This is an optimization exercise on Yosys and OpenROAD, whose aim is small area and few clock cycles per item, not a production implementation.
No run shown here included a check of the RTL's function; only the layout flow was run.
Power and IR drop assume default switching activity.

$ cat flow/config.mk
export PLATFORM = sky130hd
export DESIGN_NAME = ax5031_qunit
export DESIGN_NICKNAME = ax5031_qunit
export VERILOG_FILES = /design/flow/design.v
export SDC_FILE = /design/flow/constraint.sdc
export NUM_CORES = 4
export LEC_CHECK = 0
export CAP_MARGIN = 20
export CORE_MARGIN = 2
export CORE_UTILIZATION = 40
export PLACE_DENSITY = 0.6
export SLEW_MARGIN = 20
export SYNTH_HIERARCHICAL = 1
export SYNTH_MINIMUM_KEEP_SIZE = 0
$ cat flow/constraint.sdc
create_clock -name core_clock -period 10.0 [get_ports {clk}]
set_input_delay 2.0000 -clock core_clock [delete_from_list [all_inputs] [get_ports {clk}]]
set_output_delay 2.0000 -clock core_clock [all_outputs]
set_load 0.01 [all_outputs]
$ cat flow/design.v
module ax5031_qunit (
    input  wire        clk,
    input  wire        rst,
    input  wire        in_valid,
    output wire        in_ready,
    input  wire [31:0] in_v,
    output reg         out_valid,
    input  wire        out_ready,
    output wire [32:0] out_q
);
    wire [31:0] nv = ~in_v;
    wire [32:0] q;
    reg  [32:0] q_r;
    assign in_ready = !out_valid || out_ready;
    assign out_q    = q_r;
    always @(posedge clk) begin
        if (rst)
            out_valid <= 1'b0;
        else if (in_ready)
            out_valid <= in_valid;
        if (in_ready && in_valid)
            q_r <= q;
    end
    wire w1, w2;
    qxnor cx1 (.a(in_v[28]), .b(in_v[26]), .y(w1));
    qor co1 (.a(in_v[28]), .b(in_v[26]), .y(w2));
    wire w3, w4;
    qxnor cx2 (.a(in_v[29]), .b(in_v[27]), .y(w3));
    qor co2 (.a(in_v[29]), .b(in_v[27]), .y(w4));
    wire w5, w6;
    qha h1 (.a(in_v[24]), .b(in_v[19]), .s(w5), .co(w6));
    wire w7, w8;
    qfa f1 (.a(in_v[30]), .b(in_v[28]), .c(in_v[25]), .s(w7), .co(w8));
    wire w9, w10;
    qha h2 (.a(in_v[20]), .b(in_v[18]), .s(w9), .co(w10));
    wire w11, w12;
    qfa f2 (.a(in_v[31]), .b(in_v[29]), .c(in_v[26]), .s(w11), .co(w12));
    wire w13, w14;
    qha h3 (.a(in_v[21]), .b(in_v[19]), .s(w13), .co(w14));
    wire w15, w16;
    qfa f3 (.a(in_v[30]), .b(in_v[27]), .c(in_v[22]), .s(w15), .co(w16));
    wire w17, w18;
    qfa f4 (.a(in_v[31]), .b(in_v[28]), .c(in_v[23]), .s(w17), .co(w18));
    wire w19, w20;
    qha h4 (.a(in_v[29]), .b(in_v[24]), .s(w19), .co(w20));
    wire w21, w22;
    qha h5 (.a(in_v[30]), .b(in_v[25]), .s(w21), .co(w22));
    wire w23, w24;
    qxnor cx3 (.a(in_v[31]), .b(in_v[26]), .y(w23));
    qor co3 (.a(in_v[31]), .b(in_v[26]), .y(w24));
    wire w25, w26;
    qha h6 (.a(in_v[24]), .b(in_v[21]), .s(w25), .co(w26));
    wire w27, w28;
    qfa f5 (.a(in_v[27]), .b(in_v[25]), .c(in_v[22]), .s(w27), .co(w28));
    wire w29, w30;
    qha h7 (.a(in_v[28]), .b(in_v[26]), .s(w29), .co(w30));
    wire w31, w32;
    qfa f6 (.a(in_v[29]), .b(in_v[27]), .c(in_v[24]), .s(w31), .co(w32));
    wire w33, w34;
    qfa f7 (.a(in_v[30]), .b(in_v[28]), .c(in_v[25]), .s(w33), .co(w34));
    wire w35, w36;
    qxnor cx4 (.a(in_v[31]), .b(in_v[29]), .y(w35));
    qor co4 (.a(in_v[31]), .b(in_v[29]), .y(w36));
    wire w37, w38;
    qfa f8 (.a(in_v[26]), .b(nv[24]), .c(nv[19]), .s(w37), .co(w38));
    wire w39, w40;
    qfa f9 (.a(in_v[30]), .b(in_v[27]), .c(nv[25]), .s(w39), .co(w40));
    wire w41, w42;
    qha h8 (.a(nv[20]), .b(in_v[18]), .s(w41), .co(w42));
    wire w43, w44;
    qfa f10 (.a(in_v[31]), .b(in_v[28]), .c(nv[26]), .s(w43), .co(w44));
    wire w45, w46;
    qha h9 (.a(nv[21]), .b(in_v[19]), .s(w45), .co(w46));
    wire w47, w48;
    qxnor cx5 (.a(in_v[29]), .b(nv[27]), .y(w47));
    qor co5 (.a(in_v[29]), .b(nv[27]), .y(w48));
    wire w49, w50;
    qha h10 (.a(nv[22]), .b(in_v[20]), .s(w49), .co(w50));
    wire w51, w52;
    qxnor cx6 (.a(in_v[30]), .b(nv[28]), .y(w51));
    qor co6 (.a(in_v[30]), .b(nv[28]), .y(w52));
    wire w53, w54;
    qfa f11 (.a(nv[23]), .b(in_v[21]), .c(in_v[17]), .s(w53), .co(w54));
    wire w55, w56;
    qxnor cx7 (.a(in_v[31]), .b(nv[29]), .y(w55));
    qor co7 (.a(in_v[31]), .b(nv[29]), .y(w56));
    wire w57, w58;
    qfa f12 (.a(nv[24]), .b(in_v[22]), .c(in_v[18]), .s(w57), .co(w58));
    wire w59, w60;
    qxnor cx8 (.a(nv[30]), .b(nv[25]), .y(w59));
    qor co8 (.a(nv[30]), .b(nv[25]), .y(w60));
    wire w61, w62;
    qha h11 (.a(in_v[23]), .b(in_v[19]), .s(w61), .co(w62));
    wire w63, w64;
    qxnor cx9 (.a(nv[31]), .b(nv[26]), .y(w63));
    qor co9 (.a(nv[31]), .b(nv[26]), .y(w64));
    wire w65, w66;
    qha h12 (.a(in_v[24]), .b(in_v[20]), .s(w65), .co(w66));
    wire w67, w68;
    qha h13 (.a(nv[27]), .b(in_v[25]), .s(w67), .co(w68));
    wire w69 = ~nv[28];
    wire w70 = ~nv[29];
    wire w71 = ~nv[30];
    wire w72 = ~nv[31];
    wire w73, w74;
    qfa f13 (.a(in_v[23]), .b(in_v[18]), .c(in_v[16]), .s(w73), .co(w74));
    wire w75, w76;
    qha h14 (.a(in_v[13]), .b(nv[11]), .s(w75), .co(w76));
    wire w77, w78;
    qfa f14 (.a(in_v[17]), .b(in_v[14]), .c(nv[12]), .s(w77), .co(w78));
    wire w79, w80;
    qfa f15 (.a(nv[7]), .b(in_v[5]), .c(in_v[1]), .s(w79), .co(w80));
    wire w81, w82;
    qha h15 (.a(w5), .b(w2), .s(w81), .co(w82));
    wire w83, w84;
    qfa f16 (.a(in_v[15]), .b(nv[13]), .c(nv[8]), .s(w83), .co(w84));
    wire w85, w86;
    qfa f17 (.a(in_v[6]), .b(in_v[2]), .c(w6), .s(w85), .co(w86));
    wire w87, w88;
    qfa f18 (.a(w9), .b(w7), .c(w4), .s(w87), .co(w88));
    wire w89, w90;
    qfa f19 (.a(in_v[16]), .b(nv[14]), .c(nv[9]), .s(w89), .co(w90));
    wire w91, w92;
    qfa f20 (.a(in_v[7]), .b(in_v[3]), .c(w10), .s(w91), .co(w92));
    wire w93, w94;
    qfa f21 (.a(w13), .b(w8), .c(w11), .s(w93), .co(w94));
    wire w95, w96;
    qfa f22 (.a(in_v[20]), .b(in_v[17]), .c(nv[15]), .s(w95), .co(w96));
    wire w97, w98;
    qfa f23 (.a(nv[10]), .b(in_v[8]), .c(in_v[4]), .s(w97), .co(w98));
    wire w99, w100;
    qfa f24 (.a(w14), .b(w12), .c(w15), .s(w99), .co(w100));
    wire w101, w102;
    qfa f25 (.a(in_v[21]), .b(in_v[18]), .c(nv[16]), .s(w101), .co(w102));
    wire w103, w104;
    qfa f26 (.a(nv[11]), .b(in_v[9]), .c(in_v[5]), .s(w103), .co(w104));
    wire w105, w106;
    qfa f27 (.a(in_v[0]), .b(w16), .c(w17), .s(w105), .co(w106));
    wire w107, w108;
    qfa f28 (.a(in_v[22]), .b(in_v[19]), .c(nv[17]), .s(w107), .co(w108));
    wire w109, w110;
    qfa f29 (.a(nv[12]), .b(in_v[10]), .c(in_v[6]), .s(w109), .co(w110));
    wire w111, w112;
    qfa f30 (.a(in_v[1]), .b(w19), .c(w18), .s(w111), .co(w112));
    wire w113, w114;
    qfa f31 (.a(in_v[23]), .b(in_v[20]), .c(nv[18]), .s(w113), .co(w114));
    wire w115, w116;
    qfa f32 (.a(nv[13]), .b(in_v[11]), .c(in_v[7]), .s(w115), .co(w116));
    wire w117, w118;
    qfa f33 (.a(in_v[2]), .b(w20), .c(w21), .s(w117), .co(w118));
    wire w119, w120;
    qfa f34 (.a(nv[19]), .b(nv[14]), .c(in_v[12]), .s(w119), .co(w120));
    wire w121, w122;
    qfa f35 (.a(in_v[8]), .b(in_v[3]), .c(nv[0]), .s(w121), .co(w122));
    wire w123, w124;
    qfa f36 (.a(w22), .b(w25), .c(w23), .s(w123), .co(w124));
    wire w125, w126;
    qfa f37 (.a(nv[20]), .b(nv[15]), .c(in_v[13]), .s(w125), .co(w126));
    wire w127, w128;
    qfa f38 (.a(in_v[9]), .b(in_v[4]), .c(nv[1]), .s(w127), .co(w128));
    wire w129, w130;
    qfa f39 (.a(w26), .b(w27), .c(w24), .s(w129), .co(w130));
    wire w131, w132;
    qfa f40 (.a(in_v[23]), .b(nv[21]), .c(nv[16]), .s(w131), .co(w132));
    wire w133, w134;
    qfa f41 (.a(in_v[14]), .b(in_v[10]), .c(in_v[5]), .s(w133), .co(w134));
    wire w135, w136;
    qfa f42 (.a(nv[2]), .b(w29), .c(w28), .s(w135), .co(w136));
    wire w137, w138;
    qfa f43 (.a(nv[22]), .b(nv[17]), .c(in_v[15]), .s(w137), .co(w138));
    wire w139, w140;
    qfa f44 (.a(in_v[11]), .b(in_v[6]), .c(nv[3]), .s(w139), .co(w140));
    wire w141, w142;
    qfa f45 (.a(in_v[0]), .b(w30), .c(w31), .s(w141), .co(w142));
    wire w143, w144;
    qfa f46 (.a(nv[23]), .b(nv[18]), .c(in_v[16]), .s(w143), .co(w144));
    wire w145, w146;
    qfa f47 (.a(in_v[12]), .b(in_v[7]), .c(nv[4]), .s(w145), .co(w146));
    wire w147, w148;
    qfa f48 (.a(in_v[1]), .b(w32), .c(w33), .s(w147), .co(w148));
    wire w149, w150;
    qfa f49 (.a(in_v[17]), .b(in_v[13]), .c(in_v[8]), .s(w149), .co(w150));
    wire w151, w152;
    qfa f50 (.a(nv[5]), .b(in_v[2]), .c(nv[0]), .s(w151), .co(w152));
    wire w153, w154;
    qfa f51 (.a(w34), .b(w37), .c(w35), .s(w153), .co(w154));
    wire w155, w156;
    qfa f52 (.a(in_v[14]), .b(in_v[9]), .c(nv[6]), .s(w155), .co(w156));
    wire w157, w158;
    qfa f53 (.a(in_v[3]), .b(nv[1]), .c(w41), .s(w157), .co(w158));
    wire w159, w160;
    qfa f54 (.a(w38), .b(w39), .c(w36), .s(w159), .co(w160));
    wire w161, w162;
    qfa f55 (.a(in_v[15]), .b(in_v[10]), .c(nv[7]), .s(w161), .co(w162));
    wire w163, w164;
    qfa f56 (.a(in_v[4]), .b(nv[2]), .c(w42), .s(w163), .co(w164));
    wire w165, w166;
    qfa f57 (.a(w45), .b(w40), .c(w43), .s(w165), .co(w166));
    wire w167, w168;
    qfa f58 (.a(in_v[16]), .b(in_v[11]), .c(nv[8]), .s(w167), .co(w168));
    wire w169, w170;
    qfa f59 (.a(in_v[5]), .b(nv[3]), .c(w46), .s(w169), .co(w170));
    wire w171, w172;
    qfa f60 (.a(w49), .b(w44), .c(w47), .s(w171), .co(w172));
    wire w173, w174;
    qfa f61 (.a(in_v[12]), .b(nv[9]), .c(in_v[6]), .s(w173), .co(w174));
    wire w175, w176;
    qfa f62 (.a(nv[4]), .b(nv[0]), .c(w50), .s(w175), .co(w176));
    wire w177, w178;
    qfa f63 (.a(w53), .b(w48), .c(w51), .s(w177), .co(w178));
    wire w179, w180;
    qfa f64 (.a(in_v[13]), .b(nv[10]), .c(in_v[7]), .s(w179), .co(w180));
    wire w181, w182;
    qfa f65 (.a(nv[5]), .b(nv[1]), .c(w54), .s(w181), .co(w182));
    wire w183, w184;
    qfa f66 (.a(w57), .b(w52), .c(w55), .s(w183), .co(w184));
    wire w185, w186;
    qfa f67 (.a(in_v[14]), .b(nv[11]), .c(in_v[8]), .s(w185), .co(w186));
    wire w187, w188;
    qfa f68 (.a(nv[6]), .b(nv[2]), .c(w61), .s(w187), .co(w188));
    wire w189, w190;
    qfa f69 (.a(w58), .b(w56), .c(w59), .s(w189), .co(w190));
    wire w191, w192;
    qfa f70 (.a(in_v[15]), .b(nv[12]), .c(in_v[9]), .s(w191), .co(w192));
    wire w193, w194;
    qfa f71 (.a(nv[7]), .b(nv[3]), .c(w62), .s(w193), .co(w194));
    wire w195, w196;
    qfa f72 (.a(w65), .b(w60), .c(w63), .s(w195), .co(w196));
    wire w197, w198;
    qfa f73 (.a(in_v[21]), .b(in_v[16]), .c(nv[13]), .s(w197), .co(w198));
    wire w199, w200;
    qfa f74 (.a(in_v[10]), .b(nv[8]), .c(nv[4]), .s(w199), .co(w200));
    wire w201, w202;
    qfa f75 (.a(w66), .b(w67), .c(w64), .s(w201), .co(w202));
    wire w203, w204;
    qfa f76 (.a(in_v[26]), .b(in_v[22]), .c(in_v[17]), .s(w203), .co(w204));
    wire w205, w206;
    qfa f77 (.a(nv[14]), .b(in_v[11]), .c(nv[9]), .s(w205), .co(w206));
    wire w207, w208;
    qfa f78 (.a(nv[5]), .b(w68), .c(w69), .s(w207), .co(w208));
    wire w209, w210;
    qfa f79 (.a(in_v[27]), .b(in_v[23]), .c(in_v[18]), .s(w209), .co(w210));
    wire w211, w212;
    qfa f80 (.a(nv[15]), .b(in_v[12]), .c(nv[10]), .s(w211), .co(w212));
    wire w213, w214;
    qfa f81 (.a(nv[6]), .b(nv[28]), .c(w70), .s(w213), .co(w214));
    wire w215, w216;
    qfa f82 (.a(in_v[28]), .b(in_v[24]), .c(in_v[19]), .s(w215), .co(w216));
    wire w217, w218;
    qfa f83 (.a(nv[16]), .b(in_v[13]), .c(nv[11]), .s(w217), .co(w218));
    wire w219, w220;
    qfa f84 (.a(nv[7]), .b(nv[29]), .c(w71), .s(w219), .co(w220));
    wire w221, w222;
    qfa f85 (.a(in_v[29]), .b(in_v[25]), .c(in_v[20]), .s(w221), .co(w222));
    wire w223, w224;
    qfa f86 (.a(nv[17]), .b(in_v[14]), .c(nv[12]), .s(w223), .co(w224));
    wire w225, w226;
    qfa f87 (.a(nv[8]), .b(nv[30]), .c(w72), .s(w225), .co(w226));
    wire w227, w228;
    qfa f88 (.a(in_v[30]), .b(in_v[26]), .c(in_v[21]), .s(w227), .co(w228));
    wire w229, w230;
    qfa f89 (.a(nv[18]), .b(in_v[15]), .c(nv[13]), .s(w229), .co(w230));
    wire w231, w232;
    qha h16 (.a(nv[9]), .b(nv[31]), .s(w231), .co(w232));
    wire w233, w234;
    qxnor cx10 (.a(in_v[31]), .b(in_v[27]), .y(w233));
    qor co10 (.a(in_v[31]), .b(in_v[27]), .y(w234));
    wire w235, w236;
    qfa f90 (.a(in_v[22]), .b(nv[19]), .c(in_v[16]), .s(w235), .co(w236));
    wire w237, w238;
    qha h17 (.a(nv[14]), .b(nv[10]), .s(w237), .co(w238));
    wire w239, w240;
    qxnor cx11 (.a(in_v[28]), .b(in_v[23]), .y(w239));
    qor co11 (.a(in_v[28]), .b(in_v[23]), .y(w240));
    wire w241, w242;
    qfa f91 (.a(nv[20]), .b(in_v[17]), .c(nv[15]), .s(w241), .co(w242));
    wire w243, w244;
    qxnor cx12 (.a(in_v[29]), .b(in_v[24]), .y(w243));
    qor co12 (.a(in_v[29]), .b(in_v[24]), .y(w244));
    wire w245, w246;
    qha h18 (.a(nv[21]), .b(in_v[18]), .s(w245), .co(w246));
    wire w247, w248;
    qxnor cx13 (.a(in_v[30]), .b(in_v[25]), .y(w247));
    qor co13 (.a(in_v[30]), .b(in_v[25]), .y(w248));
    wire w249, w250;
    qha h19 (.a(nv[22]), .b(in_v[19]), .s(w249), .co(w250));
    wire w251, w252;
    qxnor cx14 (.a(in_v[31]), .b(in_v[26]), .y(w251));
    qor co14 (.a(in_v[31]), .b(in_v[26]), .y(w252));
    wire w253, w254;
    qha h20 (.a(nv[23]), .b(in_v[20]), .s(w253), .co(w254));
    wire w255, w256;
    qxnor cx15 (.a(in_v[27]), .b(nv[24]), .y(w255));
    qor co15 (.a(in_v[27]), .b(nv[24]), .y(w256));
    wire w257 = ~in_v[28];
    wire w258 = ~in_v[29];
    wire w259 = ~in_v[30];
    wire w260 = ~in_v[31];
    wire w261, w262;
    qfa f92 (.a(nv[6]), .b(in_v[4]), .c(in_v[0]), .s(w261), .co(w262));
    wire w263, w264;
    qfa f93 (.a(w76), .b(w74), .c(w77), .s(w263), .co(w264));
    wire w265, w266;
    qha h21 (.a(w79), .b(w3), .s(w265), .co(w266));
    wire w267, w268;
    qfa f94 (.a(w78), .b(w80), .c(w83), .s(w267), .co(w268));
    wire w269, w270;
    qfa f95 (.a(w85), .b(w82), .c(w87), .s(w269), .co(w270));
    wire w271, w272;
    qfa f96 (.a(w84), .b(w89), .c(w86), .s(w271), .co(w272));
    wire w273, w274;
    qfa f97 (.a(w91), .b(w93), .c(w88), .s(w273), .co(w274));
    wire w275, w276;
    qfa f98 (.a(w90), .b(w95), .c(w97), .s(w275), .co(w276));
    wire w277, w278;
    qfa f99 (.a(w92), .b(w94), .c(w99), .s(w277), .co(w278));
    wire w279, w280;
    qfa f100 (.a(w96), .b(w98), .c(w101), .s(w279), .co(w280));
    wire w281, w282;
    qfa f101 (.a(w103), .b(w100), .c(w105), .s(w281), .co(w282));
    wire w283, w284;
    qfa f102 (.a(w102), .b(w104), .c(w107), .s(w283), .co(w284));
    wire w285, w286;
    qfa f103 (.a(w109), .b(w106), .c(w111), .s(w285), .co(w286));
    wire w287, w288;
    qfa f104 (.a(w108), .b(w110), .c(w113), .s(w287), .co(w288));
    wire w289, w290;
    qfa f105 (.a(w115), .b(w112), .c(w117), .s(w289), .co(w290));
    wire w291, w292;
    qfa f106 (.a(w114), .b(w116), .c(w119), .s(w291), .co(w292));
    wire w293, w294;
    qfa f107 (.a(w121), .b(w118), .c(w123), .s(w293), .co(w294));
    wire w295, w296;
    qfa f108 (.a(w120), .b(w122), .c(w125), .s(w295), .co(w296));
    wire w297, w298;
    qfa f109 (.a(w127), .b(w129), .c(w124), .s(w297), .co(w298));
    wire w299, w300;
    qfa f110 (.a(w126), .b(w128), .c(w131), .s(w299), .co(w300));
    wire w301, w302;
    qfa f111 (.a(w133), .b(w135), .c(w130), .s(w301), .co(w302));
    wire w303, w304;
    qfa f112 (.a(w132), .b(w134), .c(w137), .s(w303), .co(w304));
    wire w305, w306;
    qfa f113 (.a(w139), .b(w136), .c(w141), .s(w305), .co(w306));
    wire w307, w308;
    qfa f114 (.a(w138), .b(w140), .c(w143), .s(w307), .co(w308));
    wire w309, w310;
    qfa f115 (.a(w145), .b(w142), .c(w147), .s(w309), .co(w310));
    wire w311, w312;
    qfa f116 (.a(w144), .b(w146), .c(w149), .s(w311), .co(w312));
    wire w313, w314;
    qfa f117 (.a(w151), .b(w148), .c(w153), .s(w313), .co(w314));
    wire w315, w316;
    qfa f118 (.a(w150), .b(w152), .c(w155), .s(w315), .co(w316));
    wire w317, w318;
    qfa f119 (.a(w157), .b(w159), .c(w154), .s(w317), .co(w318));
    wire w319, w320;
    qfa f120 (.a(w156), .b(w161), .c(w158), .s(w319), .co(w320));
    wire w321, w322;
    qfa f121 (.a(w163), .b(w165), .c(w160), .s(w321), .co(w322));
    wire w323, w324;
    qfa f122 (.a(w162), .b(w167), .c(w164), .s(w323), .co(w324));
    wire w325, w326;
    qfa f123 (.a(w169), .b(w166), .c(w171), .s(w325), .co(w326));
    wire w327, w328;
    qfa f124 (.a(w168), .b(w173), .c(w170), .s(w327), .co(w328));
    wire w329, w330;
    qfa f125 (.a(w175), .b(w172), .c(w177), .s(w329), .co(w330));
    wire w331, w332;
    qfa f126 (.a(w174), .b(w179), .c(w176), .s(w331), .co(w332));
    wire w333, w334;
    qfa f127 (.a(w181), .b(w178), .c(w183), .s(w333), .co(w334));
    wire w335, w336;
    qfa f128 (.a(w180), .b(w185), .c(w182), .s(w335), .co(w336));
    wire w337, w338;
    qfa f129 (.a(w187), .b(w184), .c(w189), .s(w337), .co(w338));
    wire w339, w340;
    qfa f130 (.a(w186), .b(w191), .c(w188), .s(w339), .co(w340));
    wire w341, w342;
    qfa f131 (.a(w193), .b(w190), .c(w195), .s(w341), .co(w342));
    wire w343, w344;
    qfa f132 (.a(w192), .b(w197), .c(w199), .s(w343), .co(w344));
    wire w345, w346;
    qfa f133 (.a(w194), .b(w201), .c(w196), .s(w345), .co(w346));
    wire w347, w348;
    qfa f134 (.a(w198), .b(w200), .c(w203), .s(w347), .co(w348));
    wire w349, w350;
    qfa f135 (.a(w205), .b(w207), .c(w202), .s(w349), .co(w350));
    wire w351, w352;
    qfa f136 (.a(w204), .b(w206), .c(w209), .s(w351), .co(w352));
    wire w353, w354;
    qfa f137 (.a(w211), .b(w208), .c(w213), .s(w353), .co(w354));
    wire w355, w356;
    qfa f138 (.a(w210), .b(w212), .c(w215), .s(w355), .co(w356));
    wire w357, w358;
    qfa f139 (.a(w217), .b(w214), .c(w219), .s(w357), .co(w358));
    wire w359, w360;
    qfa f140 (.a(w216), .b(w218), .c(w221), .s(w359), .co(w360));
    wire w361, w362;
    qfa f141 (.a(w223), .b(w220), .c(w225), .s(w361), .co(w362));
    wire w363, w364;
    qfa f142 (.a(w222), .b(w224), .c(w227), .s(w363), .co(w364));
    wire w365, w366;
    qfa f143 (.a(w229), .b(w231), .c(w226), .s(w365), .co(w366));
    wire w367, w368;
    qfa f144 (.a(w237), .b(w228), .c(w230), .s(w367), .co(w368));
    wire w369, w370;
    qfa f145 (.a(w235), .b(w232), .c(w233), .s(w369), .co(w370));
    wire w371, w372;
    qfa f146 (.a(nv[11]), .b(w238), .c(w236), .s(w371), .co(w372));
    wire w373, w374;
    qfa f147 (.a(w241), .b(w234), .c(w239), .s(w373), .co(w374));
    wire w375, w376;
    qfa f148 (.a(nv[16]), .b(nv[12]), .c(w245), .s(w375), .co(w376));
    wire w377, w378;
    qfa f149 (.a(w242), .b(w240), .c(w243), .s(w377), .co(w378));
    wire w379, w380;
    qfa f150 (.a(nv[17]), .b(nv[13]), .c(w246), .s(w379), .co(w380));
    wire w381, w382;
    qfa f151 (.a(w249), .b(w244), .c(w247), .s(w381), .co(w382));
    wire w383, w384;
    qfa f152 (.a(nv[18]), .b(nv[14]), .c(w250), .s(w383), .co(w384));
    wire w385, w386;
    qfa f153 (.a(w253), .b(w248), .c(w251), .s(w385), .co(w386));
    wire w387, w388;
    qfa f154 (.a(in_v[21]), .b(nv[19]), .c(nv[15]), .s(w387), .co(w388));
    wire w389, w390;
    qfa f155 (.a(w254), .b(w252), .c(w255), .s(w389), .co(w390));
    wire w391, w392;
    qfa f156 (.a(nv[25]), .b(in_v[22]), .c(nv[20]), .s(w391), .co(w392));
    wire w393, w394;
    qfa f157 (.a(nv[16]), .b(w257), .c(w256), .s(w393), .co(w394));
    wire w395, w396;
    qfa f158 (.a(nv[26]), .b(in_v[23]), .c(nv[21]), .s(w395), .co(w396));
    wire w397, w398;
    qfa f159 (.a(nv[17]), .b(in_v[28]), .c(w258), .s(w397), .co(w398));
    wire w399, w400;
    qfa f160 (.a(nv[27]), .b(in_v[24]), .c(nv[22]), .s(w399), .co(w400));
    wire w401, w402;
    qfa f161 (.a(nv[18]), .b(in_v[29]), .c(w259), .s(w401), .co(w402));
    wire w403, w404;
    qfa f162 (.a(nv[28]), .b(in_v[25]), .c(nv[23]), .s(w403), .co(w404));
    wire w405, w406;
    qfa f163 (.a(nv[19]), .b(in_v[30]), .c(w260), .s(w405), .co(w406));
    wire w407, w408;
    qxnor cx16 (.a(nv[29]), .b(in_v[26]), .y(w407));
    qor co16 (.a(nv[29]), .b(in_v[26]), .y(w408));
    wire w409, w410;
    qfa f164 (.a(nv[24]), .b(nv[20]), .c(in_v[31]), .s(w409), .co(w410));
    wire w411, w412;
    qxnor cx17 (.a(nv[30]), .b(in_v[27]), .y(w411));
    qor co17 (.a(nv[30]), .b(in_v[27]), .y(w412));
    wire w413, w414;
    qha h22 (.a(nv[25]), .b(nv[21]), .s(w413), .co(w414));
    wire w415, w416;
    qxnor cx18 (.a(nv[31]), .b(in_v[28]), .y(w415));
    qor co18 (.a(nv[31]), .b(in_v[28]), .y(w416));
    wire w417, w418;
    qha h23 (.a(nv[26]), .b(nv[22]), .s(w417), .co(w418));
    wire w419, w420;
    qha h24 (.a(in_v[29]), .b(nv[27]), .s(w419), .co(w420));
    wire w421 = ~in_v[30];
    wire w422 = ~in_v[31];
    wire w423, w424;
    qha h25 (.a(w75), .b(w261), .s(w423), .co(w424));
    wire w425, w426;
    qfa f165 (.a(w262), .b(w263), .c(w81), .s(w425), .co(w426));
    wire w427, w428;
    qfa f166 (.a(w264), .b(w267), .c(w266), .s(w427), .co(w428));
    wire w429, w430;
    qfa f167 (.a(w268), .b(w271), .c(w270), .s(w429), .co(w430));
    wire w431, w432;
    qfa f168 (.a(w275), .b(w272), .c(w277), .s(w431), .co(w432));
    wire w433, w434;
    qfa f169 (.a(w276), .b(w279), .c(w278), .s(w433), .co(w434));
    wire w435, w436;
    qfa f170 (.a(w280), .b(w283), .c(w282), .s(w435), .co(w436));
    wire w437, w438;
    qfa f171 (.a(w284), .b(w287), .c(w289), .s(w437), .co(w438));
    wire w439, w440;
    qfa f172 (.a(w288), .b(w291), .c(w290), .s(w439), .co(w440));
    wire w441, w442;
    qfa f173 (.a(w292), .b(w295), .c(w294), .s(w441), .co(w442));
    wire w443, w444;
    qfa f174 (.a(w296), .b(w299), .c(w298), .s(w443), .co(w444));
    wire w445, w446;
    qfa f175 (.a(w300), .b(w303), .c(w305), .s(w445), .co(w446));
    wire w447, w448;
    qfa f176 (.a(w304), .b(w307), .c(w306), .s(w447), .co(w448));
    wire w449, w450;
    qfa f177 (.a(w308), .b(w311), .c(w310), .s(w449), .co(w450));
    wire w451, w452;
    qfa f178 (.a(w312), .b(w315), .c(w314), .s(w451), .co(w452));
    wire w453, w454;
    qfa f179 (.a(w316), .b(w319), .c(w318), .s(w453), .co(w454));
    wire w455, w456;
    qfa f180 (.a(w320), .b(w323), .c(w322), .s(w455), .co(w456));
    wire w457, w458;
    qfa f181 (.a(w324), .b(w327), .c(w326), .s(w457), .co(w458));
    wire w459, w460;
    qfa f182 (.a(w328), .b(w331), .c(w330), .s(w459), .co(w460));
    wire w461, w462;
    qfa f183 (.a(w332), .b(w335), .c(w334), .s(w461), .co(w462));
    wire w463, w464;
    qfa f184 (.a(w339), .b(w336), .c(w338), .s(w463), .co(w464));
    wire w465, w466;
    qfa f185 (.a(w343), .b(w340), .c(w342), .s(w465), .co(w466));
    wire w467, w468;
    qfa f186 (.a(w344), .b(w347), .c(w346), .s(w467), .co(w468));
    wire w469, w470;
    qfa f187 (.a(w348), .b(w351), .c(w353), .s(w469), .co(w470));
    wire w471, w472;
    qfa f188 (.a(w352), .b(w355), .c(w354), .s(w471), .co(w472));
    wire w473, w474;
    qfa f189 (.a(w356), .b(w359), .c(w358), .s(w473), .co(w474));
    wire w475, w476;
    qfa f190 (.a(w360), .b(w363), .c(w365), .s(w475), .co(w476));
    wire w477, w478;
    qfa f191 (.a(w364), .b(w367), .c(w366), .s(w477), .co(w478));
    wire w479, w480;
    qfa f192 (.a(w368), .b(w371), .c(w370), .s(w479), .co(w480));
    wire w481, w482;
    qfa f193 (.a(w372), .b(w375), .c(w374), .s(w481), .co(w482));
    wire w483, w484;
    qfa f194 (.a(w376), .b(w379), .c(w378), .s(w483), .co(w484));
    wire w485, w486;
    qfa f195 (.a(w380), .b(w383), .c(w382), .s(w485), .co(w486));
    wire w487, w488;
    qfa f196 (.a(w387), .b(w384), .c(w386), .s(w487), .co(w488));
    wire w489, w490;
    qfa f197 (.a(w388), .b(w391), .c(w393), .s(w489), .co(w490));
    wire w491, w492;
    qfa f198 (.a(w392), .b(w395), .c(w397), .s(w491), .co(w492));
    wire w493, w494;
    qfa f199 (.a(w396), .b(w399), .c(w398), .s(w493), .co(w494));
    wire w495, w496;
    qfa f200 (.a(w400), .b(w403), .c(w402), .s(w495), .co(w496));
    wire w497, w498;
    qfa f201 (.a(w404), .b(w406), .c(w409), .s(w497), .co(w498));
    wire w499, w500;
    qfa f202 (.a(w413), .b(w410), .c(w408), .s(w499), .co(w500));
    wire w501, w502;
    qfa f203 (.a(w414), .b(w417), .c(w412), .s(w501), .co(w502));
    wire w503, w504;
    qfa f204 (.a(nv[23]), .b(w418), .c(w419), .s(w503), .co(w504));
    wire w505, w506;
    qfa f205 (.a(nv[28]), .b(nv[24]), .c(w420), .s(w505), .co(w506));
    wire w507, w508;
    qfa f206 (.a(nv[29]), .b(nv[25]), .c(in_v[30]), .s(w507), .co(w508));
    wire w509, w510;
    qxnor cx19 (.a(nv[30]), .b(nv[26]), .y(w509));
    qor co19 (.a(nv[30]), .b(nv[26]), .y(w510));
    wire w511 = ~nv[31];
    wire w512, w513;
    qha h26 (.a(w73), .b(w423), .s(w512), .co(w513));
    wire w514, w515;
    qfa f207 (.a(w424), .b(w265), .c(w425), .s(w514), .co(w515));
    wire w516, w517;
    qfa f208 (.a(w426), .b(w427), .c(w269), .s(w516), .co(w517));
    wire w518, w519;
    qfa f209 (.a(w428), .b(w273), .c(w429), .s(w518), .co(w519));
    wire w520, w521;
    qfa f210 (.a(w274), .b(w431), .c(w430), .s(w520), .co(w521));
    wire w522, w523;
    qfa f211 (.a(w281), .b(w433), .c(w432), .s(w522), .co(w523));
    wire w524, w525;
    qfa f212 (.a(w285), .b(w434), .c(w435), .s(w524), .co(w525));
    wire w526, w527;
    qfa f213 (.a(w286), .b(w437), .c(w436), .s(w526), .co(w527));
    wire w528, w529;
    qfa f214 (.a(w438), .b(w439), .c(w293), .s(w528), .co(w529));
    wire w530, w531;
    qfa f215 (.a(w440), .b(w297), .c(w441), .s(w530), .co(w531));
    wire w532, w533;
    qfa f216 (.a(w301), .b(w442), .c(w443), .s(w532), .co(w533));
    wire w534, w535;
    qfa f217 (.a(w302), .b(w445), .c(w444), .s(w534), .co(w535));
    wire w536, w537;
    qfa f218 (.a(w309), .b(w447), .c(w446), .s(w536), .co(w537));
    wire w538, w539;
    qfa f219 (.a(w313), .b(w448), .c(w449), .s(w538), .co(w539));
    wire w540, w541;
    qfa f220 (.a(w317), .b(w450), .c(w451), .s(w540), .co(w541));
    wire w542, w543;
    qfa f221 (.a(w321), .b(w452), .c(w453), .s(w542), .co(w543));
    wire w544, w545;
    qfa f222 (.a(w325), .b(w454), .c(w455), .s(w544), .co(w545));
    wire w546, w547;
    qfa f223 (.a(w329), .b(w456), .c(w457), .s(w546), .co(w547));
    wire w548, w549;
    qfa f224 (.a(w333), .b(w458), .c(w459), .s(w548), .co(w549));
    wire w550, w551;
    qfa f225 (.a(w337), .b(w460), .c(w461), .s(w550), .co(w551));
    wire w552, w553;
    qfa f226 (.a(w341), .b(w462), .c(w463), .s(w552), .co(w553));
    wire w554, w555;
    qfa f227 (.a(w345), .b(w464), .c(w465), .s(w554), .co(w555));
    wire w556, w557;
    qfa f228 (.a(w349), .b(w466), .c(w467), .s(w556), .co(w557));
    wire w558, w559;
    qfa f229 (.a(w350), .b(w469), .c(w468), .s(w558), .co(w559));
    wire w560, w561;
    qfa f230 (.a(w357), .b(w470), .c(w471), .s(w560), .co(w561));
    wire w562, w563;
    qfa f231 (.a(w361), .b(w472), .c(w473), .s(w562), .co(w563));
    wire w564, w565;
    qfa f232 (.a(w362), .b(w474), .c(w475), .s(w564), .co(w565));
    wire w566, w567;
    qfa f233 (.a(w369), .b(w476), .c(w477), .s(w566), .co(w567));
    wire w568, w569;
    qfa f234 (.a(w373), .b(w478), .c(w479), .s(w568), .co(w569));
    wire w570, w571;
    qfa f235 (.a(w377), .b(w480), .c(w481), .s(w570), .co(w571));
    wire w572, w573;
    qfa f236 (.a(w381), .b(w482), .c(w483), .s(w572), .co(w573));
    wire w574, w575;
    qfa f237 (.a(w385), .b(w484), .c(w485), .s(w574), .co(w575));
    wire w576, w577;
    qfa f238 (.a(w389), .b(w486), .c(w487), .s(w576), .co(w577));
    wire w578, w579;
    qfa f239 (.a(w390), .b(w488), .c(w489), .s(w578), .co(w579));
    wire w580, w581;
    qfa f240 (.a(w394), .b(w491), .c(w490), .s(w580), .co(w581));
    wire w582, w583;
    qfa f241 (.a(w401), .b(w493), .c(w492), .s(w582), .co(w583));
    wire w584, w585;
    qfa f242 (.a(w405), .b(w494), .c(w495), .s(w584), .co(w585));
    wire w586, w587;
    qfa f243 (.a(w407), .b(w496), .c(w497), .s(w586), .co(w587));
    wire w588, w589;
    qfa f244 (.a(w411), .b(w498), .c(w499), .s(w588), .co(w589));
    wire w590, w591;
    qfa f245 (.a(w415), .b(w500), .c(w501), .s(w590), .co(w591));
    wire w592, w593;
    qfa f246 (.a(w416), .b(w503), .c(w502), .s(w592), .co(w593));
    wire w594, w595;
    qfa f247 (.a(w421), .b(w504), .c(w505), .s(w594), .co(w595));
    wire w596, w597;
    qfa f248 (.a(w422), .b(w506), .c(w507), .s(w596), .co(w597));
    wire w598, w599;
    qfa f249 (.a(in_v[31]), .b(w508), .c(w509), .s(w598), .co(w599));
    wire w600, w601;
    qfa f250 (.a(nv[27]), .b(w511), .c(w510), .s(w600), .co(w601));
    wire w602, w603;
    qha h27 (.a(nv[28]), .b(nv[31]), .s(w602), .co(w603));
    wire w604 = ~nv[29];
    wire w605 = ~nv[30];
    wire w606 = ~nv[31];
    wire [50:0] ra = {nv[31], nv[30], nv[29], w603, w601, w599, w597, w595, w593, w591, w589, w587, w585, w583, w581, w579, w577, w575, w573, w571, w569, w567, w565, w563, w561, w559, w557, w555, w553, w551, w549, w547, w545, w543, w541, w539, w537, w535, w533, w531, w529, w527, w525, w523, w521, w519, w517, w515, w513, w512, 1'b1};
    wire [50:0] rb = {1'b0, w606, w605, w604, w602, w600, w598, w596, w594, w592, w590, w588, w586, w584, w582, w580, w578, w576, w574, w572, w570, w568, w566, w564, w562, w560, w558, w556, w554, w552, w550, w548, w546, w544, w542, w540, w538, w536, w534, w532, w530, w528, w526, w524, w522, w520, w518, w516, w514, w1, in_v[27]};
    wire [50:0] sum;
    wire l1c0 = ra[0] & rb[0];
    wire l1c1;
    qmaj lm1_1 (.a(ra[1]), .b(rb[1]), .c(l1c0), .y(l1c1));
    wire l1c2;
    qmaj lm1_2 (.a(ra[2]), .b(rb[2]), .c(l1c1), .y(l1c2));
    wire l1c3;
    qmaj lm1_3 (.a(ra[3]), .b(rb[3]), .c(l1c2), .y(l1c3));
    wire l1c4;
    qmaj lm1_4 (.a(ra[4]), .b(rb[4]), .c(l1c3), .y(l1c4));
    wire l1c5;
    qmaj lm1_5 (.a(ra[5]), .b(rb[5]), .c(l1c4), .y(l1c5));
    wire l2z6 = ra[6] & rb[6];
    wire l2o6 = ra[6] | rb[6];
    wire l2z7, l2o7;
    qmaj lz2_7 (.a(ra[7]), .b(rb[7]), .c(l2z6), .y(l2z7));
    qmaj lo2_7 (.a(ra[7]), .b(rb[7]), .c(l2o6), .y(l2o7));
    wire l2z8, l2o8;
    qmaj lz2_8 (.a(ra[8]), .b(rb[8]), .c(l2z7), .y(l2z8));
    qmaj lo2_8 (.a(ra[8]), .b(rb[8]), .c(l2o7), .y(l2o8));
    wire l2z9, l2o9;
    qmaj lz2_9 (.a(ra[9]), .b(rb[9]), .c(l2z8), .y(l2z9));
    qmaj lo2_9 (.a(ra[9]), .b(rb[9]), .c(l2o8), .y(l2o9));
    wire l2z10, l2o10;
    qmaj lz2_10 (.a(ra[10]), .b(rb[10]), .c(l2z9), .y(l2z10));
    qmaj lo2_10 (.a(ra[10]), .b(rb[10]), .c(l2o9), .y(l2o10));
    wire l2z11, l2o11;
    qmaj lz2_11 (.a(ra[11]), .b(rb[11]), .c(l2z10), .y(l2z11));
    qmaj lo2_11 (.a(ra[11]), .b(rb[11]), .c(l2o10), .y(l2o11));
    wire lc2 = l2z11 | (l1c5 & l2o11);
    wire l3z12 = ra[12] & rb[12];
    wire l3o12 = ra[12] | rb[12];
    wire l3z13, l3o13;
    qmaj lz3_13 (.a(ra[13]), .b(rb[13]), .c(l3z12), .y(l3z13));
    qmaj lo3_13 (.a(ra[13]), .b(rb[13]), .c(l3o12), .y(l3o13));
    wire l3z14, l3o14;
    qmaj lz3_14 (.a(ra[14]), .b(rb[14]), .c(l3z13), .y(l3z14));
    qmaj lo3_14 (.a(ra[14]), .b(rb[14]), .c(l3o13), .y(l3o14));
    wire l3z15, l3o15;
    qmaj lz3_15 (.a(ra[15]), .b(rb[15]), .c(l3z14), .y(l3z15));
    qmaj lo3_15 (.a(ra[15]), .b(rb[15]), .c(l3o14), .y(l3o15));
    wire l3z16, l3o16;
    qmaj lz3_16 (.a(ra[16]), .b(rb[16]), .c(l3z15), .y(l3z16));
    qmaj lo3_16 (.a(ra[16]), .b(rb[16]), .c(l3o15), .y(l3o16));
    wire l3z17, l3o17;
    qmaj lz3_17 (.a(ra[17]), .b(rb[17]), .c(l3z16), .y(l3z17));
    qmaj lo3_17 (.a(ra[17]), .b(rb[17]), .c(l3o16), .y(l3o17));
    wire lc3 = l3z17 | (lc2 & l3o17);
    wire b4s18, b4c18;
    qha bh4_18 (.a(ra[18]), .b(rb[18]), .s(b4s18), .co(b4c18));
    wire b4s19, b4c19;
    qfa bf4_19 (.a(ra[19]), .b(rb[19]), .c(b4c18), .s(b4s19), .co(b4c19));
    wire b4s20, b4c20;
    qfa bf4_20 (.a(ra[20]), .b(rb[20]), .c(b4c19), .s(b4s20), .co(b4c20));
    wire b4s21, b4c21;
    qfa bf4_21 (.a(ra[21]), .b(rb[21]), .c(b4c20), .s(b4s21), .co(b4c21));
    wire b4s22, b4c22;
    qfa bf4_22 (.a(ra[22]), .b(rb[22]), .c(b4c21), .s(b4s22), .co(b4c22));
    assign sum[18] = b4s18 ^ lc3;
    assign sum[19] = b4s19 ^ (lc3 & b4s18);
    wire b4p19 = b4s18 & b4s19;
    assign sum[20] = b4s20 ^ (lc3 & b4p19);
    wire b4p20 = b4p19 & b4s20;
    assign sum[21] = b4s21 ^ (lc3 & b4p20);
    wire b4p21 = b4p20 & b4s21;
    assign sum[22] = b4s22 ^ (lc3 & b4p21);
    wire b4p22 = b4p21 & b4s22;
    wire bc4 = b4c22 | (lc3 & b4p22);
    wire b5s23, b5c23;
    qha bh5_23 (.a(ra[23]), .b(rb[23]), .s(b5s23), .co(b5c23));
    wire b5s24, b5c24;
    qfa bf5_24 (.a(ra[24]), .b(rb[24]), .c(b5c23), .s(b5s24), .co(b5c24));
    wire b5s25, b5c25;
    qfa bf5_25 (.a(ra[25]), .b(rb[25]), .c(b5c24), .s(b5s25), .co(b5c25));
    wire b5s26, b5c26;
    qfa bf5_26 (.a(ra[26]), .b(rb[26]), .c(b5c25), .s(b5s26), .co(b5c26));
    wire b5s27, b5c27;
    qfa bf5_27 (.a(ra[27]), .b(rb[27]), .c(b5c26), .s(b5s27), .co(b5c27));
    assign sum[23] = b5s23 ^ bc4;
    assign sum[24] = b5s24 ^ (bc4 & b5s23);
    wire b5p24 = b5s23 & b5s24;
    assign sum[25] = b5s25 ^ (bc4 & b5p24);
    wire b5p25 = b5p24 & b5s25;
    assign sum[26] = b5s26 ^ (bc4 & b5p25);
    wire b5p26 = b5p25 & b5s26;
    assign sum[27] = b5s27 ^ (bc4 & b5p26);
    wire b5p27 = b5p26 & b5s27;
    wire bc5 = b5c27 | (bc4 & b5p27);
    wire b6s28, b6c28;
    qha bh6_28 (.a(ra[28]), .b(rb[28]), .s(b6s28), .co(b6c28));
    wire b6s29, b6c29;
    qfa bf6_29 (.a(ra[29]), .b(rb[29]), .c(b6c28), .s(b6s29), .co(b6c29));
    wire b6s30, b6c30;
    qfa bf6_30 (.a(ra[30]), .b(rb[30]), .c(b6c29), .s(b6s30), .co(b6c30));
    wire b6s31, b6c31;
    qfa bf6_31 (.a(ra[31]), .b(rb[31]), .c(b6c30), .s(b6s31), .co(b6c31));
    wire b6s32, b6c32;
    qfa bf6_32 (.a(ra[32]), .b(rb[32]), .c(b6c31), .s(b6s32), .co(b6c32));
    assign sum[28] = b6s28 ^ bc5;
    assign sum[29] = b6s29 ^ (bc5 & b6s28);
    wire b6p29 = b6s28 & b6s29;
    assign sum[30] = b6s30 ^ (bc5 & b6p29);
    wire b6p30 = b6p29 & b6s30;
    assign sum[31] = b6s31 ^ (bc5 & b6p30);
    wire b6p31 = b6p30 & b6s31;
    assign sum[32] = b6s32 ^ (bc5 & b6p31);
    wire b6p32 = b6p31 & b6s32;
    wire bc6 = b6c32 | (bc5 & b6p32);
    wire b7s33, b7c33;
    qha bh7_33 (.a(ra[33]), .b(rb[33]), .s(b7s33), .co(b7c33));
    wire b7s34, b7c34;
    qfa bf7_34 (.a(ra[34]), .b(rb[34]), .c(b7c33), .s(b7s34), .co(b7c34));
    wire b7s35, b7c35;
    qfa bf7_35 (.a(ra[35]), .b(rb[35]), .c(b7c34), .s(b7s35), .co(b7c35));
    wire b7s36, b7c36;
    qfa bf7_36 (.a(ra[36]), .b(rb[36]), .c(b7c35), .s(b7s36), .co(b7c36));
    wire b7s37, b7c37;
    qfa bf7_37 (.a(ra[37]), .b(rb[37]), .c(b7c36), .s(b7s37), .co(b7c37));
    assign sum[33] = b7s33 ^ bc6;
    assign sum[34] = b7s34 ^ (bc6 & b7s33);
    wire b7p34 = b7s33 & b7s34;
    assign sum[35] = b7s35 ^ (bc6 & b7p34);
    wire b7p35 = b7p34 & b7s35;
    assign sum[36] = b7s36 ^ (bc6 & b7p35);
    wire b7p36 = b7p35 & b7s36;
    assign sum[37] = b7s37 ^ (bc6 & b7p36);
    wire b7p37 = b7p36 & b7s37;
    wire bc7 = b7c37 | (bc6 & b7p37);
    wire b8s38, b8c38;
    qha bh8_38 (.a(ra[38]), .b(rb[38]), .s(b8s38), .co(b8c38));
    wire b8s39, b8c39;
    qfa bf8_39 (.a(ra[39]), .b(rb[39]), .c(b8c38), .s(b8s39), .co(b8c39));
    wire b8s40, b8c40;
    qfa bf8_40 (.a(ra[40]), .b(rb[40]), .c(b8c39), .s(b8s40), .co(b8c40));
    wire b8s41, b8c41;
    qfa bf8_41 (.a(ra[41]), .b(rb[41]), .c(b8c40), .s(b8s41), .co(b8c41));
    wire b8s42, b8c42;
    qfa bf8_42 (.a(ra[42]), .b(rb[42]), .c(b8c41), .s(b8s42), .co(b8c42));
    assign sum[38] = b8s38 ^ bc7;
    assign sum[39] = b8s39 ^ (bc7 & b8s38);
    wire b8p39 = b8s38 & b8s39;
    assign sum[40] = b8s40 ^ (bc7 & b8p39);
    wire b8p40 = b8p39 & b8s40;
    assign sum[41] = b8s41 ^ (bc7 & b8p40);
    wire b8p41 = b8p40 & b8s41;
    assign sum[42] = b8s42 ^ (bc7 & b8p41);
    wire b8p42 = b8p41 & b8s42;
    wire bc8 = b8c42 | (bc7 & b8p42);
    wire b9s43, b9c43;
    qha bh9_43 (.a(ra[43]), .b(rb[43]), .s(b9s43), .co(b9c43));
    wire b9s44, b9c44;
    qfa bf9_44 (.a(ra[44]), .b(rb[44]), .c(b9c43), .s(b9s44), .co(b9c44));
    wire b9s45, b9c45;
    qfa bf9_45 (.a(ra[45]), .b(rb[45]), .c(b9c44), .s(b9s45), .co(b9c45));
    wire b9s46, b9c46;
    qfa bf9_46 (.a(ra[46]), .b(rb[46]), .c(b9c45), .s(b9s46), .co(b9c46));
    assign sum[43] = b9s43 ^ bc8;
    assign sum[44] = b9s44 ^ (bc8 & b9s43);
    wire b9p44 = b9s43 & b9s44;
    assign sum[45] = b9s45 ^ (bc8 & b9p44);
    wire b9p45 = b9p44 & b9s45;
    assign sum[46] = b9s46 ^ (bc8 & b9p45);
    wire b9p46 = b9p45 & b9s46;
    wire bc9 = b9c46 | (bc8 & b9p46);
    wire b10s47, b10c47;
    qha bh10_47 (.a(ra[47]), .b(rb[47]), .s(b10s47), .co(b10c47));
    wire b10s48, b10c48;
    qfa bf10_48 (.a(ra[48]), .b(rb[48]), .c(b10c47), .s(b10s48), .co(b10c48));
    wire b10s49, b10c49;
    qfa bf10_49 (.a(ra[49]), .b(rb[49]), .c(b10c48), .s(b10s49), .co(b10c49));
    wire b10s50, b10c50;
    qfa bf10_50 (.a(ra[50]), .b(rb[50]), .c(b10c49), .s(b10s50), .co(b10c50));
    assign sum[47] = b10s47 ^ bc9;
    assign sum[48] = b10s48 ^ (bc9 & b10s47);
    wire b10p48 = b10s47 & b10s48;
    assign sum[49] = b10s49 ^ (bc9 & b10p48);
    wire b10p49 = b10p48 & b10s49;
    assign sum[50] = b10s50 ^ (bc9 & b10p49);
    wire b10p50 = b10p49 & b10s50;
    wire bc10 = b10c50 | (bc9 & b10p50);
    assign q = ~sum[50:18];
endmodule
module qfa (input wire a, input wire b, input wire c, output wire s, output wire co);
    assign s  = a ^ b ^ c;
    assign co = (a & b) | (a & c) | (b & c);
endmodule
module qmaj (input wire a, input wire b, input wire c, output wire y);
    assign y = (a & b) | (a & c) | (b & c);
endmodule
module qxnor (input wire a, input wire b, output wire y);
    assign y = ~(a ^ b);
endmodule
module qor (input wire a, input wire b, output wire y);
    assign y = a | b;
endmodule
module qha (input wire a, input wire b, output wire s, output wire co);
    assign s  = a ^ b;
    assign co = a & b;
endmodule
$ cat flow/flow/run.sh
#!/bin/bash
# The standard layout (the standard.sh), with the ports buffered by the
# smallest buffer cell instead of ORFS's default choice.
set -euo pipefail
export BUFFER_PORTS_ARGS="-buffer_cell sky130_fd_sc_hd__buf_1"
bash standard.sh > standard_flow.log 2>&1
$ cat flow/standard.sh
#!/bin/bash
# synth_recipe.tcl (not shown) runs the flow's synth.tcl, then flattens the netlist and writes it again
# the make line also repeats each setting of config.mk as NAME=value (left out here)
make -C /OpenROAD-flow-scripts/flow DESIGN_CONFIG=/design/flow/config.mk WORK_HOME=/design/flow/orfs CLKGATE_MAP_FILE= SYNTH_SCRIPT=/design/flow/synth_recipe.tcl "${@:-finish}"
==> run_results.csv, run 1 <==
group,metric,value,unit
outcome,status,"complete, no violations",
placement,post_dp_cell_area,9140,µm²
global_routing,antenna_found_initial,0,
critical_path,crit_path_max_fanout,9,
placement,port_buffers,70,
timing,finClkSkew,6.99,ps
timing,maxSlewViolCount,0,
drt,drt_wl_total,21300,µm
clock_network,htree_levels,2,
critical_path,criticalPathCategory,"input pin to flop",
floorplanning,start_util,40.5,%
critical_path,critPathRequiredTime,10030,ps
layout,fillers,1957,
timing,slew_headroom,46.3,%
placement,routabilityCongestion,1.03,
critical_path,worstReg2RegEnd,"q_r[6]",
drt,drc,0,
synth,syn_inst,548,
floorplanning,rows,53,
hold_path,hold_start,"out_valid",
global_routing,grt-ovfl-total,0,
layout,n_antenna_cell,0,
clock_network,clockBufferDepth,2,
drt,ant_nets,0,
hold_path,min_to,"out_valid",
critical_path,reg2reg_depth,3,
clock_network,postCtsHoldBufs,0,
critical_path,path_cells,"buf_1 > inv_1 > or2_1 > fa_1 > fa_1 > fa_1 > fa_1 > ha_1 > fa_1 > fa_1 > fa_1 > fa_1 > nand4_1 > o21ai_0 > a21oi_1 > nor2b_2 > a31oi_1 > inv_1 > ha_1 > xnor2_1",
critical_path,worstSetupStartpointType,"input pin",
drt,wl_per_cell,23.3,µm
critical_path,critical_path_buf_inv_count,3,
layout,post-route-util,44.6,%
drt,via_per_inst,5.19,
power,p_leak,3.49,nW
clock_network,path_clk_slew,60,ps
critical_path,cp_slowest_stage_delay,550,ps
global_routing,grt_pass1_wl,33600,µm
synth,synth_top_area_share,65.6,%
layout,area_growth_syn_to_layout,10.1,%
hold_path,min_path_type,"flop to flop",
floorplanning,die_area,22200,µm²
synth,yosysTopAreaCell,"fa_1",
layout,final_layout_size_suffix_gt1_share,9.38,%
critical_path,crit_top_cell,"fa_1",
power,peakVddDrop,235,µV
layout,nNetsFinal,991,
timing,min_period,8460,ps
critical_path,critical_path.top_delay_family,"adder cells",
critical_path,reg2reg_slack,8750,ps
timing,hold_viol,0,
drt,firstDrtPassIters,4,
synth,syn-mean-instance-area,15.4,µm²
timing,tns,0,ps
clock_network,clock-sinks,34,
clock_network,numCtsBuffers,5,
synth,ys_seq_area_share,12.0,%
drt,first_iter_violations,297,
layout,design_area,9280,µm²
synth,synth_edf_count,33,
floorplanning,core,20800,µm²
timing,clock.fmax,118,MHz
critical_path,arrival,8500,ps
timing,grt_setup_unrepaired,"no",
timing,worst_pin_slew,806,ps
timing,setup_viol_count_final,0,
clock_network,postCtsSetupBuffers,0,
synth,ys.flop_type,"edfxtp_1",
floorplanning,ioPinCount,71,
synth,synth-seq-cells,34,
clock_network,cts_resized,0,
clock_network,clock_latency,280,ps
power,p_per_area,351,nW/µm²
critical_path,end_kind,"flop",
synth,synth_nets,900,
floorplanning,die_h,149,µm
synth,synthArstFlopShare,0,%
run,maxCapViolations,0,
floorplanning,die_width,149,µm
hold_path,min_path_cells,2,
drt,vias,4746,
clock_network,cts_tree,"done",
placement,place_hpwl,18300,µm
critical_path,reg2reg_from,"out_valid",
global_routing,grt_max_degree,34,
synth,synthTopCellsByArea,"fa_1 66%, edfxtp_1 12%, ha_1 5.9%, xnor2_1 3.5%, maj3_2 3.3%",
synth,syn-cell-area,8420,µm²
synth,yosysWarnings,7,
synth,synth.distinct_cells,40,
global_routing,grt_pass1_vias,5774,
timing,fin_crit_sh,84.6,%
global_routing,grt_use_total,20.9,%
clock_network,clockRootBuffer,"clkbuf_16",
critical_path,slowest_stage,"buf_1",
## per-module statistics from Yosys, one instance, submodules excluded
module / cells / times used / flops+latches / area [µm²]
qor: 1 / 19 / 0 / 6.26
qfa: 1 / 276 / 0 / 20.0
qmaj: 1 / 25 / 0 / 11.3
qxnor: 1 / 19 / 0 / 8.76
ax5031_qunit: 175 / 1 / 34 / 1910
qha: 1 / 34 / 0 / 12.5
## layout make-up
class	instances	area [µm²]	share of cell area [%]
Tap cell	275	344	3.71
Inverter	43	161	1.74
Sequential cell	34	1010	10.9
Multi-Input combinational cell	471	7250	78.2
Clock buffer	5	125	1.35
Timing Repair Buffer	84	368	3.96
Clock inverter	3	16.3	0.175
## cells by family after synthesis
family,Yosys count,share of synthesized area [%]
adder cells (fa/ha/maj),341,74.9
AND/OR/NAND/NOR,68,4.89
XOR/XNOR,46,4.87
buffers and inverters,43,1.92
flip-flops,34,12.0
AO/OA/AOI/OAI,15,1.41
other,1,0.0445
## worst min-delay path: stages (launching register included)
cell and delay [ps]:
dfxtp_1 300, nand2b_1 100, a21oi_1 70
## layer usage
layer	share of wire [%]	vias up	GRT usage [%]	wire, µm
met5	0	-	0	0
met4	2.4	0	5.81	507
met3	9.1	34	5.20	1950
met2	49	214	34.7	10600
met1	39	2565	27.6	8310
li1	-	1933	-	-
## synthesized netlist by cell type, types with 2 or more instances
cell type	instances
nor2_1	9
maj3_2	25
inv_1	43
nand2b_1	2
o21ai_0	2
a21oi_1	3
and2_1	4
and3_1	4
ha_1	40
fa_1	276
nand2_1	6
xor2_1	11
edfxtp_1	33
xnor2_1	34
or2_2	2
nor2b_1	2
nand3_1	6
or2_1	19
nand4_1	6
## state kept, by name, indices dropped and copies added (netlist names)
register   flops
q_r           33
out_valid      1
## cells in the final DEF, fill, tap and decap left out, drive strengths merged, types with 5 or more instances in the layout
cell type,n
inv,43
nand4,6
xnor2,34
buf,84
maj3,25
ha,40
and2,5
edfxtp,33
or2,21
nand3,7
clkbuf,5
xor2,12
nor2,9
and3,5
fa,276
nand2,7
## how the worst max path moves through the flow
stage | start | endpoint | slack, ps | depth (start not counted)
2_1_floorplan | in_v[29] | q_r[16] | 2350 | 19
3_3_place_gp | in_v[31] | q_r[16] | 1380 | 20
3_5_place_dp | in_v[31] | q_r[16] | 1270 | 20
4_1_cts | in_v[31] | q_r[16] | 1580 | 20
5_1_grt | in_v[31] | q_r[16] | 1170 | 20
6_report | in_v[31] | q_r[16] | 1540 | 20
## where the power goes
part           total [mW]  switching [mW]  internal [mW]
registers           0.385          0.0141          0.371
clock network       0.145          0.0545         0.0906
logic                2.72            1.44           1.28
## stage by stage
step / setup WS [ps] / instances / total power, mW / hold WS (ps)
detailed placement: 1270 / 907 / 3.12 / 516
finish: 1540 / 915 / 3.25 / 519
floorplan: 2350 / 548 / 2.48 / 593
global route: 1170 / 915 / 3.62 / 568
global placement: 1380 / 907 / 3.07 / 487
CTS: 1580 / 915 / 3.29 / 522
==> inputs of run 2 (changes only) <==
--- a/flow/config.mk
+++ b/flow/config.mk
@@ -10,2 +10,3 @@
 export CORE_UTILIZATION = 40
+export CTS_BUF_LIST = sky130_fd_sc_hd__clkbuf_4
 export PLACE_DENSITY = 0.6
==> run 2 against run 1 <==
Register-to-register slack worse by 20 ps. Clock skew is 10 ps higher. Wire length decreased by 0.24%. Flip-flop and latch count stayed put. Critical path depth unchanged. Maximum frequency is 1.1% higher. First-iteration DRC count down 12%. Sequential power about the same. Total power fell by 2.6%. Combinational power hardly changed. Die area stayed put. Design area down 0.92%.
==> run_results.csv, run 2 <==
group,metric,value,unit
clock_network,clock-sinks,34,
synth,synth_nets,900,
timing,clock.fmax,119,MHz
drt,wl_per_cell,23.2,µm
drt,drc,0,
power,swShare,47.1,%
timing,setup_viol_count_final,0,
power,peakVddDrop,226,µV
synth,ys.flop_type,"edfxtp_1",
drt,firstDrtPassIters,4,
timing,finClkSkew,17.3,ps
layout,fillers,1965,
timing,min_period,8370,ps
clock_network,postCtsHoldBufs,0,
critical_path,reg2reg_from,"out_valid",
floorplanning,ioPinCount,71,
power,total_power,3.17,mW
placement,place_hpwl,18300,µm
layout,nNetsFinal,991,
floorplanning,die_area,22200,µm²
power,p_comb_share,85.6,%
timing,fin_crit_sh,83.7,%
global_routing,grt_max_degree,34,
timing,layout_setup_ws,1630,ps
timing,tns,0,ps
layout,largest_reg_flops,33,
synth,synth.distinct_cells,40,
drt,vias,4768,
power,seq_power_share,12.1,%
critical_path,cp_slowest_stage_delay,550,ps
timing,grt_setup_unrepaired,"no",
hold_path,min_path_cells,2,
synth,yosysTopAreaCell,"fa_1",
placement,port_buffers,70,
power,p_leak,3.45,nW
timing,worst_pin_slew,807,ps
floorplanning,start_util,40.5,%
timing,hold_viol,0,
power,clkPwrFrac,2.3,%
critical_path,critPathRequiredTime,10120,ps
drt,wl_met3,1680,µm
timing,slew_headroom,46.2,%
global_routing,grt_pass1_wl,33400,µm
clock_network,path_clk_slew,120,ps
synth,synth_commonest_cells,"276 x fa_1, 43 x inv_1, 40 x ha_1",
global_routing,grt-ovfl-total,0,
outcome,status,"complete, no violations",
layout,largest_register,"q_r",
drt,highest_layer,"met4",
synth,ys_seq_area_share,12.0,%
critical_path,worstReg2RegEnd,"q_r[6]",
placement,routabilityCongestion,1.03,
synth,synthArstFlopShare,0,%
synth,synth_most_common_cell,"fa_1",
layout,final_cell_mix,"276 x fa_1, 70 x buf_1, 43 x inv_1",
hold_path,min_to,"out_valid",
global_routing,grt_use_total,20.8,%
floorplanning,die_width,149,µm
synth,syn-cell-area,8420,µm²
global_routing,antenna_found_initial,1,
clock_network,clock_latency,350,ps
synth,synth-seq-cells,34,
drt,wl_met1,8630,µm
critical_path,reg2reg_depth,3,
synth,yosysWarnings,7,
hold_path,hold_start,"out_valid",
floorplanning,core,20800,µm²
power,switchingPower,1.49,mW
floorplanning,die_h,149,µm
clock_network,numCtsBuffers,5,
critical_path,crit_top_cell,"fa_1",
power,p_int,1.68,mW
run,maxCapViolations,0,
drt,first_iter_violations,260,
clock_network,clockBufferDepth,2,
layout,reg.largest.list,"q_r: 33 flops, out_valid: 1 flops",
synth,synth_top_area_share,65.6,%
critical_path,reg2reg_slack,8730,ps
clock_network,cts_resized,0,
placement,preCtsSetupSlack,1270,ps
clock_network,clockRootBuffer,"clkbuf_4",
layout,area_growth_syn_to_layout,9.12,%
clock_network,cts_tree,"done",
critical_path,arrival,8490,ps
drt,drt_wl_total,21300,µm
drt,via_per_inst,5.21,
hold_path,min_path_type,"flop to flop",
critical_path,slowest_stage,"buf_1",
critical_path,criticalPathCategory,"input pin to flop",
critical_path,path_cells,"buf_1 > inv_1 > or2_1 > fa_1 > fa_1 > fa_1 > fa_1 > ha_1 > fa_1 > fa_1 > fa_1 > fa_1 > nand4_1 > o21ai_0 > a21oi_1 > nor2b_2 > a31oi_1 > inv_1 > ha_1 > xnor2_1",
floorplanning,rows,53,
synth,syn_inst,548,
critical_path,end_kind,"flop",
drt,wl_met2,10500,µm
critical_path,worstSetupStartpointType,"input pin",
synth,syn-mean-instance-area,15.4,µm²
synth,synth_edf_count,33,
layout,final_layout_size_suffix_gt1_share,9.38,%
power,p_per_area,345,nW/µm²
layout,seq_area,1010,µm²
critical_path,crit_path_max_fanout,9,
drt,ant_nets,0,
clock_network,postCtsSetupBuffers,0,
synth,synthTopCellsByArea,"fa_1 66%, edfxtp_1 12%, ha_1 5.9%, xnor2_1 3.5%, maj3_2 3.3%",
clock_network,htree_levels,2,
layout,multiInputGateArea,7250,µm²
timing,maxSlewViolCount,0,
global_routing,grt_pass1_vias,5747,
layout,final_common_cell,"fa_1",
run 2: power groups by stage:
stage                     clock (mW)  combinational (mW)  sequential [mW]
after CTS                     0.0784                2.75            0.386
after floorplan                    0                2.05            0.428
after global placement             0                2.68            0.389
after global routing          0.0821                3.07            0.391
after detailed placement           0                2.73            0.389
final                         0.0733                2.71            0.384
run 2: routing by layer:
metal  track usage [%]  vias to the layer above
met3              5.11                       37
met1              27.7                     2591
met4              5.43                        0
li1                  -                     1935
met2              34.3                      205
met5                 0                        -
run 2: worst max-delay path: cells and delay by family:
| family | cells | cell delay (ps) |
|---|---|---|
| adder cells (fa/ha/maj) | 10 | 3910 |
| buffers and inverters | 3 | 1090 |
| AO/OA/AOI/OAI | 3 | 750 |
| AND/OR/NAND/NOR | 3 | 600 |
| XOR/XNOR | 1 | 130 |
run 2: logic make-up after synthesis:
family                   Yosys count  share of synthesized area [%]
adder cells (fa/ha/maj)          341                           74.9
AND/OR/NAND/NOR                   68                           4.89
XOR/XNOR                          46                           4.87
buffers and inverters             43                           1.92
flip-flops                        34                           12.0
AO/OA/AOI/OAI                     15                           1.41
other                              1                         0.0445
run 2: modules after synthesis (local to each module, per instance):
module,flops+latches,area (µm²)
ax5031_qunit,34,1910
qxnor,0,8.76
qmaj,0,11.3
qfa,0,20.0
qor,0,6.26
qha,0,12.5
run 2: final cells by class:
cell class / instances / area share (%)
clock inverters: 3 / 0.177
diodes: 1 / 0.0272
inverters: 43 / 1.76
flip-flops and latches: 34 / 11.0
repair buffers: 84 / 4.00
well taps: 275 / 3.74
multi-input cells: 471 / 78.9
clock buffers: 5 / 0.408
run 2: how the worst max path moves through the flow:
| stage | end | startpoint | cells after the start | slack [ps] |
|---|---|---|---|---|
| final | q_r[16] | in_v[31] | 20 | 1630 |
| after global routing | q_r[16] | in_v[31] | 20 | 1290 |
| after floorplan | q_r[16] | in_v[29] | 19 | 2350 |
| after CTS | q_r[16] | in_v[31] | 20 | 1660 |
| after detailed placement | q_r[16] | in_v[31] | 20 | 1270 |
| after global placement | q_r[16] | in_v[31] | 20 | 1380 |
run 2: stage by stage:
stage | area, µm² | std cells | hold slack [ps] | utilization (%)
after floorplan | 8420 | 548 | 593 | -
after global placement | 9140 | 907 | 487 | 43.9
after detailed placement | 9140 | 907 | 516 | 43.9
after CTS | 9190 | 915 | 530 | 44.1
after global routing | 9190 | 916 | 577 | 44.1
final | 9190 | 916 | 526 | 44.1

## static timing again, ports no longer ideal
Ports are ideal in the flow. The routed layouts listed here were re-timed in OpenROAD. Step 1: set_driving_cell puts a clkbuf_16 on clk and a buf_2 on each other input, an assumption about the parent block. Step 2, shift: input delay + t, output delay - t, t = (earliest + latest rising clock arrival at the registers) / 2. This alone moves slack from input paths to output paths. a / b / c = ideal ports / drivers / drivers and shift; a / b = the first two.
| run | shift t [ns] | slack for setup (ns) | worst hold slack (ns) | latest minus earliest clock arrival (ns) | cell pins on the clock port's net |
|---|---|---|---|---|---|
| run 1 | 0.316 | 1.535 / 1.543 / 1.227 | 0.519 / 0.519 / 0.519 | 0.009 / 0.009 | 1 |
| run 2 | 0.373 | 1.631 / 1.633 / 1.259 | 0.526 / 0.526 / 0.526 | 0.025 / 0.025 | 1 |
After both steps every run listed still meets setup and hold. For run 2, which loses most, drivers alone change the setup slack by +0.002 ns; drivers and shift together by -0.372 ns.
